From an optimization exercise on the open Yosys and OpenROAD flow, aimed at small area, a short achievable clock period and few clock cycles; shortcuts taken in it are not production practice.
Only simulation tests tie the RTL to the original design; equivalence was not proved.
Power figures rest on the tool's default switching activity, not on a simulated workload.

Setup of alpha:
Design openblt_transport, start of the top module:
module openblt_transport (
    input  wire         clk,
    input  wire         rst,             
    input  wire         cmd_valid,
    output wire         cmd_ready,
    input  wire [15:0]  cmd,
    input  wire [31:0]  arg_len,
    input  wire         dbuf_we,
    input  wire [255:0] dbuf_wdata,      
    output reg  [1:0]   status,
    output wire [31:0]  result,
    output wire [7:0]   pkt_len,
    output wire [255:0] pkt_data,        
    input  wire [31:0]  now_ms,
    input  wire [31:0]  now_tick,
    output reg          pf_rx_req,
    input  wire         pf_rx_valid,
    input  wire [7:0]   pf_rx_data,
    output reg          pf_tx_valid,
    output wire [7:0]   pf_tx_data,
    input  wire         pf_tx_done,
    input  wire         pf_tx_ok,
    output reg          mb_rx_req,
    input  wire         mb_rx_valid,
    input  wire [7:0]   mb_rx_data,
    output reg          mb_tx_valid,
    output reg          mb_tx_last,
    output wire [7:0]   mb_tx_data,
    input  wire         mb_tx_done,
    input  wire         mb_tx_ok,
    output reg          mb_de
);
Size in the first run: ~720 I/O pins.
clock: 10.0 ns
lec_check: 0
cap_margin: 20
core_margin: 2
core_utilization: 50
cts_cluster_diameter: 80
cts_cluster_size: 30
slew_margin: 20
synth_hierarchical: 1
standard.sh (not shown) runs the stock make flow with config.mk's settings and CLKGATE_MAP_FILE= SYNTH_SCRIPT=/design/flow/synth_recipe.tcl, a recipe that flattens the netlist after the stock synthesis.
==> flow/flow/run.sh <==
#!/bin/bash
set -euo pipefail
export BUFFER_PORTS_ARGS="-buffer_cell sky130_fd_sc_hd__buf_1"
export SETUP_SLACK_MARGIN="${FLOW_SETUP_MARGIN:-6.7}"
bash standard.sh > standard.log 2>&1
Testbench counts of alpha, summed over its fixed seeds: cycles 67,156.
Input changes introduced in beta (baseline for comparison: alpha):
Settings: clearing SYNTH_HIERARCHICAL, which used to be 1; swapping 50 for 60 in CORE_UTILIZATION.
Findings:
- Power share of the combinational group: beta vs alpha, no meaningful difference
- Compared with alpha, beta shows net switching share of the total power lower by 0.99 points.
- The fraction of area in non-clock buffers number comes out lower for beta vs alpha.
- Timing, DRC, antenna: 0 failures across alpha and beta
- alpha -> beta: via count of the routed design increased slightly
- beta vs. alpha: total chip power went down by 3.3%.

try-pepper:
openblt_transport, a different RTL version from the one above (not shown whole).
For scale: roughly 720 I/O pins, roughly 51,000 um^2 of cells after synthesis.
==> flow/config.mk <==
export PLATFORM = sky130hd
export DESIGN_NAME = openblt_transport
export DESIGN_NICKNAME = openblt_transport
export VERILOG_FILES = /design/flow/design.v
export SDC_FILE = /design/flow/constraint.sdc
export NUM_CORES = 4
export LEC_CHECK = 0
export CAP_MARGIN = 20
export CORE_MARGIN = 2
export CORE_UTILIZATION = 60
export CTS_CLUSTER_DIAMETER = 80
export CTS_CLUSTER_SIZE = 30
export SLEW_MARGIN = 20
==> flow/constraint.sdc <==
create_clock -name core_clock -period 10.0 [get_ports {clk}]
set_input_delay 2.0000 -clock core_clock [delete_from_list [all_inputs] [get_ports {clk}]]
set_output_delay 2.0000 -clock core_clock [all_outputs]
set_load 0.01 [all_outputs]
==> flow/flow/run.sh <==
#!/bin/bash
set -euo pipefail
export BUFFER_PORTS_ARGS="-buffer_cell sky130_fd_sc_hd__buf_1"
export SETUP_SLACK_MARGIN="${FLOW_SETUP_MARGIN:-6.9}"
bash standard.sh > standard.log 2>&1
Testbench counts of try-pepper, summed over its fixed seeds: cycles 67,156.
Modified inputs, try-umber compared to try-pepper
- CORE_UTILIZATION: 60 -> 50
==> flow/flow/run.sh <==
#!/bin/bash
set -euo pipefail
export BUFFER_PORTS_ARGS="-buffer_cell sky130_fd_sc_hd__buf_1"
export SETUP_SLACK_MARGIN="${FLOW_SETUP_MARGIN:-6.4}"
bash standard.sh > standard.log 2>&1
## What came out
Compared with try-pepper, in try-umber fraction of layout cells with a size suffix above 1 decreased by 17 points relative to the old numbers, total power went up, minimum clock period up 0.17 ns, area of the core higher, area of the die rose by 20%.
Against try-pepper, worst supply voltage drop on vdd in try-umber came out better.
try-pepper → try-umber: final layout net count went down, number of fill cells in the layout went up.

## job 437
Starting RTL as in the previous note.
Settings: LEC_CHECK=0, CAP_MARGIN=20, CORE_MARGIN=2, CORE_UTILIZATION=70, CTS_CLUSTER_DIAMETER=80, CTS_CLUSTER_SIZE=30, SLEW_MARGIN=20; clock period 10.0 ns.
==> flow/flow/run.sh <==
#!/bin/bash
set -euo pipefail
export BUFFER_PORTS_ARGS="-buffer_cell sky130_fd_sc_hd__buf_1"
export SETUP_SLACK_MARGIN="${FLOW_SETUP_MARGIN:-6.7}"
bash standard.sh > standard.log 2>&1
Testbench counts of job 437, summed over its fixed seeds: cycles 67,156.
Changes in job 2867 relative to job 437:
- a change of CORE_UTILIZATION from 70 to 60
==> flow/flow/run.sh <==
#!/bin/bash
set -euo pipefail
export BUFFER_PORTS_ARGS="-buffer_cell sky130_fd_sc_hd__buf_1"
export SETUP_SLACK_MARGIN="${FLOW_SETUP_MARGIN:-6.6}"
bash standard.sh > standard.log 2>&1
Results
- Job 2867 vs job 437 — post-cts resize count dropped 71.
- Proportion of cell area occupied by multi-input gates: job 2867 < job 437
- Comparing job 2867 against job 437, there is no change at all in synthesized cell area.
- Of the two values seen for endpoint of the worst setup timing path, res[8] was produced by job 437 and pf_b_q by job 2867.
Here is what was changed in the inputs of job 1156 compared with job 2867.
- changing CORE_UTILIZATION from 60 to 50
==> flow/flow/run.sh <==
#!/bin/bash
set -euo pipefail
export BUFFER_PORTS_ARGS="-buffer_cell sky130_fd_sc_hd__buf_1"
export SETUP_SLACK_MARGIN="${FLOW_SETUP_MARGIN:-6.7}"
bash standard.sh > standard.log 2>&1
Results
- Job 1156 has completed all stages; timing, DRC and antenna checks passed.
- Job 1156 vs job 2867, post-layout utilization of the core went down by 9.9 points.
- Job 1156 against job 2867; clock buffer instance count of the final layout is up slightly.
- Against job 2867 as the reference, job 1156 delivers a higher count of fill cells added during filler insertion.
- Job 2867 reports its beginning of the critical path as now_ms[13] while job 1156 reports txd[7].
- [job 1156] number of nets in the finished design rose 1.3% relative to job 2867
- For the via count, job 1156 came in about 0.4% lower than job 2867 did.
[inputs] job 9582 vs job 1156
- putting SYNTH_HIERARCHICAL at 1 where nothing was set
==> notes.md <==
- [job 9582 vs job 1156] minimum clock period: higher in job 9582
- Per-cell routed wire length in job 9582 is 0.71 µm above job 1156.
- Worst path arrival time: lower on job 1156
- For job 1156, the launching instance or port of the critical path was txd[7], unlike job 9582, where it was txd[5].
- Job 9582 and job 1156 ended up with roughly the same effective utilization at floorplan.
- Going from job 1156 to job 9582, die area rose 0.65%, number of buffers on the longest clock path stayed essentially flat, measured slew at the worst slew-check pin down 47 ps, number of cells in the finished layout apart from fillers now sits lower, share of the clock period used by the worst path climbed 0.31 points.
- Relative to job 1156, total leakage power has gone up in job 9582.

[static timing again, ports no longer ideal]
The results above use ideal ports. As a check the final layouts listed here were re-extracted and re-timed, cells and wires unchanged. Step 1 assumes that a clkbuf_16 drives the clock port and a buf_2 every other input. Step 2 times the ports against the registers' clock, not the clock port: input delays grow and output delays shrink by t, the midpoint of the rising clock arrivals with the driver on. Three values: ideal, step 1, step 2; two values: the first two.
| run | t (ns) | setup slack, ns | worst hold slack (ns) | worst setup path after step 2 | slew at the worst register clock pin (ns) |
|---|---|---|---|---|---|
| alpha | 0.770 | 6.404 / 6.441 / 5.671 | 0.444 / 0.444 / 0.444 | input to register | 0.12 / 0.12 |
| beta | 0.716 | 6.696 / 6.642 / 6.019 | 0.445 / 0.445 / 0.445 | input to register | 0.12 / 0.12 |
| try-pepper | 0.710 | 6.645 / 6.577 / 5.979 | 0.448 / 0.448 / 0.448 | input to register | 0.12 / 0.12 |
| try-umber | 0.753 | 6.471 / 6.432 / 5.738 | 0.439 / 0.439 / 0.439 | input to register | 0.12 / 0.12 |
| job 437 | 0.738 | 6.568 / 6.576 / 5.837 | 0.438 / 0.438 / 0.438 | input to register | 0.12 / 0.12 |
| job 2867 | 0.718 | 6.570 / 6.563 / 5.898 | 0.439 / 0.439 / 0.439 | input to register | 0.11 / 0.11 |
| job 1156 | 0.750 | 6.617 / 6.553 / 5.947 | 0.438 / 0.438 / 0.438 | input to register | 0.12 / 0.12 |
| job 9582 | 0.784 | 6.586 / 6.516 / 5.847 | 0.454 / 0.454 / 0.454 | input to register | 0.12 / 0.12 |
After both steps setup and hold are still met in every run listed. For job 9582, which loses most, drivers alone change the setup slack by -0.070 ns; drivers and shift together by -0.739 ns.
